This is an optimization exercise on Yosys and OpenROAD, whose aim is a short achievable clock period and few clock cycles, not a production implementation. Only the layout flow was run in this run; the RTL was not checked for function there. Power and IR drop assume default switching activity.

===== flow/run.sh =====
#!/bin/bash
# synth_recipe.tcl (not shown) runs the flow's synth.tcl, then flattens the netlist and writes it again
# the make line also repeats each setting of config.mk as NAME=value (left out here)
make -C /OpenROAD-flow-scripts/flow DESIGN_CONFIG=/design/flow/config.mk WORK_HOME=/design/flow/orfs CLKGATE_MAP_FILE= SYNTH_SCRIPT=/design/flow/synth_recipe.tcl finish

===== flow/config.mk =====
export PLATFORM = sky130hd
export DESIGN_NAME = mc3_engine
export DESIGN_NICKNAME = mc3_engine
export VERILOG_FILES = /design/flow/design.v
export SDC_FILE = /design/flow/constraint.sdc
export NUM_CORES = 4
export LEC_CHECK = 0
export ABC_CLOCK_PERIOD_IN_PS = 2500
export CAP_MARGIN = 20
export CORE_MARGIN = 2
export CORE_UTILIZATION = 40
export SETUP_SLACK_MARGIN = 5
export SLEW_MARGIN = 20

===== flow/constraint.sdc =====
create_clock -name core_clock -period 8.0 [get_ports {clk}]
set_input_delay 1.6000 -clock core_clock [delete_from_list [all_inputs] [get_ports {clk}]]
set_output_delay 1.6000 -clock core_clock [all_outputs]
set_load 0.01 [all_outputs]

===== flow/design.v =====
module mc3_engine (
    input  wire        clk,
    input  wire        rst,           
    input  wire        start,         
    input  wire [15:0] prog_len,      
    output wire [15:0] prog_addr,
    input  wire [7:0]  prog_rdata,
    output reg         mem_en,
    output reg         mem_we,
    output reg  [24:0] mem_addr,
    output reg  [23:0] mem_wdata,
    input  wire [23:0] mem_rdata,
    output wire        done,          
    output wire [1:0]  fault,         
    output wire [15:0] pc,            
    output wire [24:0] mem_len        
);
    localparam [7:0] OP_STORE      = 8'd17;
    localparam [7:0] OP_SQRT       = 8'd19;
    localparam [7:0] OP_LOAD_MEM   = 8'd24;
    localparam [7:0] OP_LOAD_CONST = 8'd28;
    localparam [1:0] C_LC = 2'd0, C_ST = 2'd1, C_LM = 2'd2, C_SQ = 2'd3;
    reg        busy;         
    reg        done_r;
    reg        fend;         
    reg [1:0]  fault_r;
    reg [15:0] pc_r;
    reg [24:0] mlen_r;
    reg [15:0] len_r;
    assign done    = done_r;
    assign fault   = fault_r;
    assign pc      = pc_r;
    assign mem_len = mlen_r;
    wire go = start && !busy;
    reg [15:0] qB [0:3];
    reg [23:0] qC [0:3];
    reg [23:0] qD [0:3];
    reg [1:0]  qcls [0:3];
    reg [3:0]  qv;           
    reg [1:0]  rp;           
    reg [2:0]  nres;         
    reg [15:0] fa;           
    reg [15:0] left;         
    reg [3:0]  fidx;         
    reg        fv;           
    reg [1:0]  fcls;         
    reg [15:0] fpc;          
    reg [1:0]  fslot;        
    reg        f_lt5, f_lt6, f_lt9;    
    assign prog_addr = fa;
    reg        t1_v;
    reg [3:0]  t1_idx;
    reg [1:0]  t1_slot;
    reg        t1_last;
    reg [1:0]  t1_cls;
    reg [1:0]  d_cls;
    reg        d_bad;
    wire [1:0] in_cls = (prog_rdata == OP_LOAD_CONST) ? C_LC :
                        (prog_rdata == OP_STORE)      ? C_ST :
                        (prog_rdata == OP_LOAD_MEM)   ? C_LM : C_SQ;
    wire       in_bad = (prog_rdata != OP_LOAD_CONST) && (prog_rdata != OP_STORE) &&
                        (prog_rdata != OP_LOAD_MEM) && (prog_rdata != OP_SQRT);
    wire d_trunc = (d_cls == C_LC) ? f_lt6 : (d_cls == C_ST) ? f_lt5 : f_lt9;
    wire [3:0] f_lastidx = (fcls == C_LC) ? 4'd5 : (fcls == C_ST) ? 4'd4 : 4'd8;
    wire       f_islast  = fv && (fidx >= 4'd3) && (fidx == f_lastidx);
    wire       room      = (nres < 3'd4);
    localparam [3:0] E_IDLE = 4'd0,
                     E_ST_A = 4'd1,   
                     E_ST_B = 4'd2,   
                     E_SQ_A = 4'd3,   
                     E_SQ_B = 4'd4,   
                     E_SQ_I = 4'd5,   
                     E_RA   = 4'd6,   
                     E_RB   = 4'd7,   
                     E_WA   = 4'd8,   
                     E_WB   = 4'd9,   
                     E_BUB  = 4'd10,  
                     E_BUBR = 4'd11,  
                     E_REP  = 4'd12;  
    reg [3:0]  es;
    reg [24:0] raddr;        
    reg [24:0] waddr;        
    reg [23:0] rleft;        
    reg [19:0] sq_n;         
    reg [12:0] sq_R;         
    reg [11:0] sq_r;         
    reg [15:0] sq_t3;        
    reg [2:0]  sq_it;
    wire        h_v   = qv[rp];
    wire [15:0] hB    = qB[rp];
    wire [23:0] hC    = qC[rp];
    wire [23:0] hD    = qD[rp];
    wire [1:0]  hcls  = qcls[rp];
    wire        h_lm_skip = (hC == 24'd0) || ({8'd0, hB} == hD);
    wire        pop   = (es == E_IDLE) && h_v;
    wire [16:0] sq_X  = {sq_R, sq_n[19:16]};
    wire [17:0] sq_c1 = {1'b0, sq_X} - {3'd0, sq_r, 3'b001};
    wire [17:0] sq_c2 = {1'b0, sq_X} - {2'd0, sq_r, 4'b0100};
    wire [17:0] sq_c3 = {1'b0, sq_X} - {2'd0, sq_t3};
    wire [1:0]  sq_d  = !sq_c3[17] ? 2'd3 : !sq_c2[17] ? 2'd2 : !sq_c1[17] ? 2'd1 : 2'd0;
    wire [12:0] sq_Rn = !sq_c3[17] ? sq_c3[12:0] : !sq_c2[17] ? sq_c2[12:0] :
                        !sq_c1[17] ? sq_c1[12:0] : sq_X[12:0];
    wire [11:0] sq_rn = {sq_r[9:0], sq_d};
    wire [15:0] sq_t3x4 = {sq_t3[13:0], 2'b00};
    wire [15:0] sq_t3n = (sq_d == 2'd3) ? sq_t3x4 + 16'd45 :
                         (sq_d == 2'd2) ? sq_t3x4 + 16'd21 :
                         (sq_d == 2'd1) ? sq_t3x4 - 16'd3  : sq_t3x4 - 16'd27;
    wire [3:0]  sq0_x = mem_rdata[23:20];
    wire [1:0]  sq0_d = (sq0_x >= 4'd9) ? 2'd3 : (sq0_x >= 4'd4) ? 2'd2 :
                        (sq0_x >= 4'd1) ? 2'd1 : 2'd0;
    reg [15:0] aB;
    reg [23:0] aC;
    reg [23:0] aD;
    reg        m0_v;
    reg [1:0]  m0_cls;
    reg        m1_v;
    reg [23:0] m1_max;
    reg [23:0] m1_z;
    reg        m2_v;
    reg [24:0] m2_cand;
    wire [23:0] m0_y   = (m0_cls == C_ST) ? {8'd0, aC[15:0]} :
                         (m0_cls == C_LC) ? 24'd0 : aD;
    wire [23:0] m0_max = (m0_y > {8'd0, aB}) ? m0_y : {8'd0, aB};
    wire        m0_skip = (m0_cls == C_LM) && (aC == 24'd0);
    integer i;
    always @(posedge clk) begin
        if (t1_v) begin
            case (t1_idx)
                4'd1: begin qB[t1_slot][7:0]   <= prog_rdata; aB[7:0]   <= prog_rdata; end
                4'd2: begin qB[t1_slot][15:8]  <= prog_rdata; aB[15:8]  <= prog_rdata; end
                4'd3: begin qC[t1_slot][7:0]   <= prog_rdata; aC[7:0]   <= prog_rdata; end
                4'd4: begin qC[t1_slot][15:8]  <= prog_rdata; aC[15:8]  <= prog_rdata; end
                4'd5: begin qC[t1_slot][23:16] <= prog_rdata; aC[23:16] <= prog_rdata; end
                4'd6: begin qD[t1_slot][7:0]   <= prog_rdata; aD[7:0]   <= prog_rdata; end
                4'd7: begin qD[t1_slot][15:8]  <= prog_rdata; aD[15:8]  <= prog_rdata; end
                4'd8: begin qD[t1_slot][23:16] <= prog_rdata; aD[23:16] <= prog_rdata; end
                default: begin
                    d_cls <= in_cls;
                    d_bad <= in_bad;
                    qcls[t1_slot] <= in_cls;
                end
            endcase
        end
        m1_max  <= m0_max;
        m1_z    <= (m0_cls == C_LM) ? aC : 24'd1;
        m2_cand <= {1'b0, m1_max} + {1'b0, m1_z};
        case (es)
            E_SQ_B: begin
                sq_n  <= mem_rdata[19:0];
                sq_r  <= {10'd0, sq0_d};
                sq_R  <= {9'd0, sq0_x - {sq0_d[1] & sq0_d[0], sq0_d[1] & !sq0_d[0], 1'b0, sq0_d[0]}};
                sq_t3 <= (sq0_d == 2'd3) ? 16'd81 : (sq0_d == 2'd2) ? 16'd57 :
                         (sq0_d == 2'd1) ? 16'd33 : 16'd9;
            end
            E_SQ_I: begin
                sq_n  <= {sq_n[15:0], 4'd0};
                sq_r  <= sq_rn;
                sq_R  <= sq_Rn;
                sq_t3 <= sq_t3n;
            end
            default: ;
        endcase
        if (rst) begin
            busy    <= 1'b0;
            done_r  <= 1'b0;
            fend    <= 1'b0;
            fault_r <= 2'd0;
            pc_r    <= 16'd0;
            mlen_r  <= 25'd0;
            len_r   <= 16'd0;
            qv      <= 4'd0;
            rp      <= 2'd0;
            nres    <= 3'd0;
            fa      <= 16'd0;
            left    <= 16'd0;
            fidx    <= 4'd0;
            fv      <= 1'b0;
            fcls    <= 2'd0;
            fpc     <= 16'd0;
            fslot   <= 2'd0;
            f_lt5   <= 1'b0;
            f_lt6   <= 1'b0;
            f_lt9   <= 1'b0;
            t1_v    <= 1'b0;
            t1_idx  <= 4'd0;
            t1_slot <= 2'd0;
            t1_last <= 1'b0;
            t1_cls  <= 2'd0;
            m0_v    <= 1'b0;
            m0_cls  <= 2'd0;
            m1_v    <= 1'b0;
            m2_v    <= 1'b0;
            es      <= E_IDLE;
            mem_en  <= 1'b0;
            mem_we  <= 1'b0;
            sq_it   <= 3'd0;
        end else begin
            t1_v    <= go ? (prog_len != 16'd0) : (fv && !fend);
            t1_idx  <= go ? 4'd0 : fidx;
            t1_slot <= go ? rp : fslot;
            t1_last <= !go && f_islast;
            t1_cls  <= fcls;
            if (go) begin
                busy    <= 1'b1;
                done_r  <= 1'b0;
                fault_r <= 2'd0;
                len_r   <= prog_len;
                fa      <= 16'd1;
                left    <= prog_len - 16'd1;
                fidx    <= 4'd1;
                fpc     <= 16'd0;
                fslot   <= rp;
                f_lt5   <= prog_len < 16'd5;
                f_lt6   <= prog_len < 16'd6;
                f_lt9   <= prog_len < 16'd9;
                if (prog_len == 16'd0) begin
                    fend <= 1'b1;
                    fv   <= 1'b0;
                    pc_r <= 16'd0;
                end else begin
                    fend <= 1'b0;
                    fv   <= 1'b1;
                end
            end else if (busy && !fend) begin
                if (!fv) begin
                    if (room) fv <= 1'b1;
                end else if (fidx == 4'd2) begin
                    if (d_bad || d_trunc) begin
                        fault_r <= d_bad ? 2'd1 : 2'd2;
                        pc_r    <= fpc;
                        fend    <= 1'b1;
                        fv      <= 1'b0;
                    end else begin
                        fcls <= d_cls;
                        if (d_cls == C_SQ) begin
                            fidx <= 4'd6;
                            fa   <= fa + 16'd4;
                            left <= left - 16'd4;
                        end else begin
                            fidx <= 4'd3;
                            fa   <= fa + 16'd1;
                            left <= left - 16'd1;
                        end
                    end
                end else if (f_islast) begin
                    fa    <= fa + 16'd1;
                    left  <= left - 16'd1;
                    fidx  <= 4'd0;
                    fpc   <= fa + 16'd1;
                    fslot <= fslot + 2'd1;
                    f_lt5 <= left < 16'd6;
                    f_lt6 <= left < 16'd7;
                    f_lt9 <= left < 16'd10;
                    if (left == 16'd1) begin
                        fend <= 1'b1;
                        fv   <= 1'b0;
                        pc_r <= len_r;
                    end else begin
                        fv   <= room;
                    end
                end else begin
                    fidx <= fidx + 4'd1;
                    fa   <= fa + 16'd1;
                    left <= left - 16'd1;
                end
            end
            begin : res
                reg add;
                reg sub;
                add = go ? 1'b0 :
                      (busy && !fend && ((!fv && room) || (f_islast && left != 16'd1 && room)));
                sub = pop || (busy && !fend && fv && fidx == 4'd2 && (d_bad || d_trunc));
                if (go)
                    nres <= (prog_len != 16'd0) ? 3'd1 : 3'd0;
                else
                    nres <= nres + {2'd0, add} - {2'd0, sub};
            end
            for (i = 0; i < 4; i = i + 1) begin
                if (t1_v && t1_last && t1_slot == i[1:0])
                    qv[i] <= 1'b1;
                else if (pop && rp == i[1:0])
                    qv[i] <= 1'b0;
            end
            m0_v   <= t1_v && t1_last;
            m0_cls <= t1_cls;
            m1_v   <= m0_v && !m0_skip;
            m2_v   <= m1_v;
            if (go)
                mlen_r <= 25'd0;
            else if (m2_v && (m2_cand > mlen_r))
                mlen_r <= m2_cand;
            mem_en <= 1'b0;
            mem_we <= 1'b0;
            case (es)
                E_IDLE: begin
                    if (h_v) begin
                        rp <= rp + 2'd1;
                        case (hcls)
                            C_LC: begin
                                mem_en    <= 1'b1;
                                mem_we    <= 1'b1;
                                mem_addr  <= {9'd0, hB};
                                mem_wdata <= hC;
                            end
                            C_ST: begin
                                mem_en   <= 1'b1;
                                mem_addr <= {9'd0, hB};
                                waddr    <= {9'd0, hC[15:0]};
                                es       <= E_ST_A;
                            end
                            C_SQ: begin
                                mem_en   <= 1'b1;
                                mem_addr <= {9'd0, hB};
                                waddr    <= {1'b0, hD};
                                es       <= E_SQ_A;
                            end
                            default: begin
                                mem_addr <= {1'b0, hD};
                                raddr    <= {1'b0, hD};
                                waddr    <= {9'd0, hB};
                                rleft    <= hC - 24'd1;
                                if (!h_lm_skip) begin
                                    mem_en <= 1'b1;
                                    es     <= E_RA;
                                end
                            end
                        endcase
                    end
                end
                E_ST_A: es <= E_ST_B;
                E_ST_B: begin
                    mem_en    <= 1'b1;
                    mem_we    <= 1'b1;
                    mem_addr  <= waddr;
                    mem_wdata <= mem_rdata;
                    es        <= E_IDLE;
                end
                E_SQ_A: es <= E_SQ_B;
                E_SQ_B: begin
                    sq_it <= 3'd5;
                    es    <= E_SQ_I;
                end
                E_SQ_I: begin
                    sq_it <= sq_it - 3'd1;
                    if (sq_it == 3'd1) begin
                        mem_en    <= 1'b1;
                        mem_we    <= 1'b1;
                        mem_addr  <= waddr;
                        mem_wdata <= {12'd0, sq_rn};
                        es        <= E_IDLE;
                    end
                end
                E_RA: begin
                    if (waddr == raddr + 25'd1) begin
                        es <= E_BUBR;
                    end else if (rleft != 24'd0) begin
                        mem_en   <= 1'b1;
                        mem_addr <= raddr + 25'd1;
                        raddr    <= raddr + 25'd1;
                        rleft    <= rleft - 24'd1;
                        es       <= E_RB;
                    end else begin
                        es <= E_BUB;
                    end
                end
                E_RB, E_BUB: begin
                    mem_en    <= 1'b1;
                    mem_we    <= 1'b1;
                    mem_addr  <= waddr;
                    mem_wdata <= mem_rdata;
                    waddr     <= waddr + 25'd1;
                    es        <= (es == E_RB) ? E_WA : E_IDLE;
                end
                E_WA: begin
                    mem_en    <= 1'b1;
                    mem_we    <= 1'b1;
                    mem_addr  <= waddr;
                    mem_wdata <= mem_rdata;
                    waddr     <= waddr + 25'd1;
                    es        <= (rleft != 24'd0) ? E_WB : E_IDLE;
                end
                E_WB: begin
                    mem_en   <= 1'b1;
                    mem_addr <= raddr + 25'd1;
                    raddr    <= raddr + 25'd1;
                    rleft    <= rleft - 24'd1;
                    es       <= E_RA;
                end
                E_BUBR: begin
                    mem_en    <= 1'b1;
                    mem_we    <= 1'b1;
                    mem_addr  <= waddr;
                    mem_wdata <= mem_rdata;
                    waddr     <= waddr + 25'd1;
                    es        <= (rleft != 24'd0) ? E_REP : E_IDLE;
                end
                E_REP: begin
                    mem_en   <= 1'b1;
                    mem_we   <= 1'b1;
                    mem_addr <= waddr;
                    waddr    <= waddr + 25'd1;
                    rleft    <= rleft - 24'd1;
                    if (rleft == 24'd1)
                        es <= E_IDLE;
                end
                default: es <= E_IDLE;
            endcase
            if (busy && !go && fend && !t1_v && (qv == 4'd0) && (es == E_IDLE) &&
                !m0_v && !m1_v && !m2_v) begin
                busy   <= 1'b0;
                done_r <= 1'b1;
                fa     <= 16'd0;
                fidx   <= 4'd0;
            end
        end
    end
endmodule

==> out/summary.txt <==
Area grow syn2layout - 24.8%
RSZ-0062 raised after global routing - true
Root Buffer - clkbuf_16
Die span in x - 304 um
Maximum clock rate - 298 MHz
Num CTS Buffers - 83
Fillers - 7944
Drt first pass iters - 6
Netlist Area Pre-Place - 0.0361 mm^2
Initial Utilization - 40.2%
Register area - 0.0200 mm^2
Crit Path Class - flip-flop to flip-flop
Adder-cell share of the synthesized area - 4.79%
Setup violators final - 0
Worst skew pair latency - 0.65 ns
Yosys top cell area share - 42.6%
Placed cell count - 4391
Fin crit share - 41.9%
HP Class - flip-flop to flip-flop
Non-Filler Instances - 4723
Share of flip-flops with an asynchronous set or reset - 0%
Static Leak - 16.9 nW
Synth area leader - edfxtp_1
Synth area leaders - edfxtp_1 (43%), dfxtp_1 (13%), ha_1 (4.7%)
Die height - 304 um
CTS tree - yes
Site Rows - 110
Status - no timing/DRC/antenna violations
Worst reg2reg setup slack - 4.65 ns
Simple-gate share of the synthesized area - 13.7%
Yosys warns - 1
Worst-margin pin slew - 0.868 ns
Layout cells sized above 1 - 18.9%
Design Power - 10.6 mW
VDD IR max - 0.000141 V
#FFs+latches synth - 742
Post-synthesis mux area share - 7.20%
IO Count - 162
Max_slew headroom - 41.9%
Synth Area per Inst - 11.4 um^2
CP Capture Type - flip-flop
Clock tree buffer depth - 3
Top FF cell, synth - edfxtp_1
Die ar. - 0.0927 mm^2
Commonest cells in the synthesized netlist - edfxtp_1 (512), nor2_1 (305), nand2_1 (294)
Drt total wl - 99200 um
Post-synthesis cell type count - 87
EDFF count, synth - 512
Post-synthesis cell count - 3155
Clk slew on worst S/H paths - 0.06 ns
DR iter-0 viols - 2296
Cell Pwr Density - 234 mW/mm^2
Via Count - 26107
Vias/cell - 5.53
Worst slack, placed - 3.37 ns
Num Clock Sinks - 742
XOR/XNOR Fraction of Synth Area - 5.69%
Setup TNS - 0 ns
Core Region - 0.0897 mm^2
N_diodes - 0
Minimum clock period - 3.35 ns
Pin count of the biggest net entering global routing - 65
CTS H-tree lvls - 3
Top-count cell post-synth - edfxtp_1
First-pass GRT wire length - 150000 um
Final Max Slew Viols - 0
Multi-input logic area - 0.0167 mm^2
Largest family of logic cells by synthesized area - simple AND/OR/NAND/NOR gates
Final worst slack - 4.65 ns
Wirelength per Cell - 21.0 um
Residual DRC - 0
Syn_nets - 3343
All-Layer GR Usage - 20.6%
Hold Violations, Final - 0
Compound-Gate Fraction of Synth Area - 10.4%
Initial antenna violation count - 4
Final HPWL DP - 63800 um
Final nets - 3668
Worst Clk Skew - 0.0293 ns
Sequential area share after synthesis - 55.3%
Startpoint Class - flip-flop
Fin util - 50.2%
Grt ovf - 0
Max-Cap Viols - 0
Vias in the first global route - 25058
Crit path DAT - 3.75 ns
Hold_buf cts - 0
ANT nets after route - 0
# port buffers - 161
CP max FO - 7
GP Congestion - 0.867
Critical Path RT - 8.39 ns
==> cell usage in the layout (no fill, tap or decap), types with 14 or more instances in the layout <==
cell type / count
and3_1: 29
xor2_1: 98
inv_1: 125
o221ai_1: 14
nand2b_1: 26
mux2i_1: 87
nor2b_1: 26
nand3_1: 54
a22o_1: 15
nand2_1: 289
nand4_1: 33
dfxtp_1: 203
and2_1: 46
mux4_2: 67
xnor2_1: 131
a21oi_1: 131
clkbuf_16: 90
buf_4: 167
a21o_1: 44
dfxtp_2: 16
ha_1: 123
a221o_1: 17
nor3_1: 46
buf_6: 21
nor2_1: 300
o21a_1: 19
clkdlybuf4s50_1: 33
edfxtp_1: 512
nor3_4: 20
a211oi_1: 39
clkinv_1: 14
dlygate4sd2_1: 106
nor4_1: 28
mux2_4: 15
o211ai_1: 24
o21ai_0: 103
==> worst max-delay path, cell delays in order, from the launching register on <==
cell and delay, ns:
edfxtp_1 0.40, buf_4 0.14, and4_4 0.30, nand4_1 0.20, or3_1 0.37, and2_1 0.23
a2111oi_4 0.38, and4_4 0.31, nand3_4 0.10, a21oi_4 0.20, buf_6 0.13, nor3_4 0.04
buf_12 0.16, buf_8 0.13
==> layer usage <==
metal	track usage (%)	vias to the layer above	share of wire, %
met5	0	-	0.031
met4	5.31	6	2.1
met3	3.62	150	6.7
met2	32.9	870	46
met1	29.0	12802	45
li1	-	12279	-
==> what timing repair did <==
action | in CTS | in global routing
pin swaps | 60 | 49
cloned | 8 | 6
setup endpoints to repair | 420 | 277
resized for setup | 289 | 131
buffers inserted | 114 | 52
==> state kept, by name (all words and copies together) (netlist names), 25 cells and up, named ones only <==
register / cells
qC: 96
qD: 96
qB: 64
m2_cand: 25
mem_addr: 25
mlen_r: 25
raddr: 25
waddr: 25
==> cells by family (layout without fill, tap and decap cells) <==
logic type                 count (synthesis)  in the layout
and+or+nand+nor                         1035           1039
DFF                                      742            742
AOI/OAI and AO/OA                        562            563
buffers and inverters                    273            659
xor gates and xnor gates                 233            233
muxes                                    173            174
adders and majority gates                137            137
==> power by group <==
| group | switching (mW) | leakage (nW) | internal [mW] |
|---|---|---|---|
| Clock | 1.61 | 1.39 | 2.41 |
| Combinational | 1.11 | 9.03 | 0.847 |
| Sequential | 0.226 | 6.52 | 4.36 |
==> metrics by stage <==
step | hold WS, ns | instance area [um^2]
finish | 0.433 | 45100
global route | 0.446 | 45100
CTS | 0.439 | 44000
detailed placement | 0.425 | 39400
global placement | 0.417 | 39400
floorplan | 0.414 | 36700
==> final cells by class <==
cell class / count / share of cell area [%]
clock inverters: 53 / 1.45
repair buffers: 374 / 7.75
multi-input cells: 2146 / 37.0
well taps: 1176 / 3.26
clock buffers: 99 / 4.93
inverters: 133 / 1.12
flip-flops and latches: 742 / 44.5
==> path summary, 6_finish.rpt <==
| kind | start | end | cells past startpoint |
|---|---|---|---|
| max | raddr[1]$_DFFE_PP_ | rleft[6]$_DFFE_PP_ | 13 |
| min | t1_cls[0]$_SDFF_PP0_ | m0_cls[0]$_SDFF_PP0_ | 1 |
| max reg2reg | raddr[1]$_DFFE_PP_ | rleft[6]$_DFFE_PP_ | 13 |
| min reg2reg | t1_cls[0]$_SDFF_PP0_ | m0_cls[0]$_SDFF_PP0_ | 1 |

[afterwards: timing with drivers on the ports]
The results above use ideal ports. As a check the final layout listed here was re-extracted and re-timed, cells and wires unchanged.
Step 1, drivers: a clkbuf_16 drives clk and a buf_2 each remaining input, both assumed.
Step 2, shift: input delay + t, output delay - t, t = (earliest + latest rising clock arrival at the registers) / 2. This alone moves slack from input paths to output paths.
a / b / c = no drivers / after step 1 / after step 2; a / b = the first two.
shift t [ns]: 0.700
setup slack, ns: 4.646 / 4.646 / 4.397
slew at the worst register clock pin (ns): 0.06 / 0.06
worst data-port slew with drivers (ns): 0.05
pins driven straight from the clock port: 1
After both steps setup and hold are still met in this run. For this run, drivers alone change the setup slack by 0.000 ns; drivers and shift together by -0.249 ns.
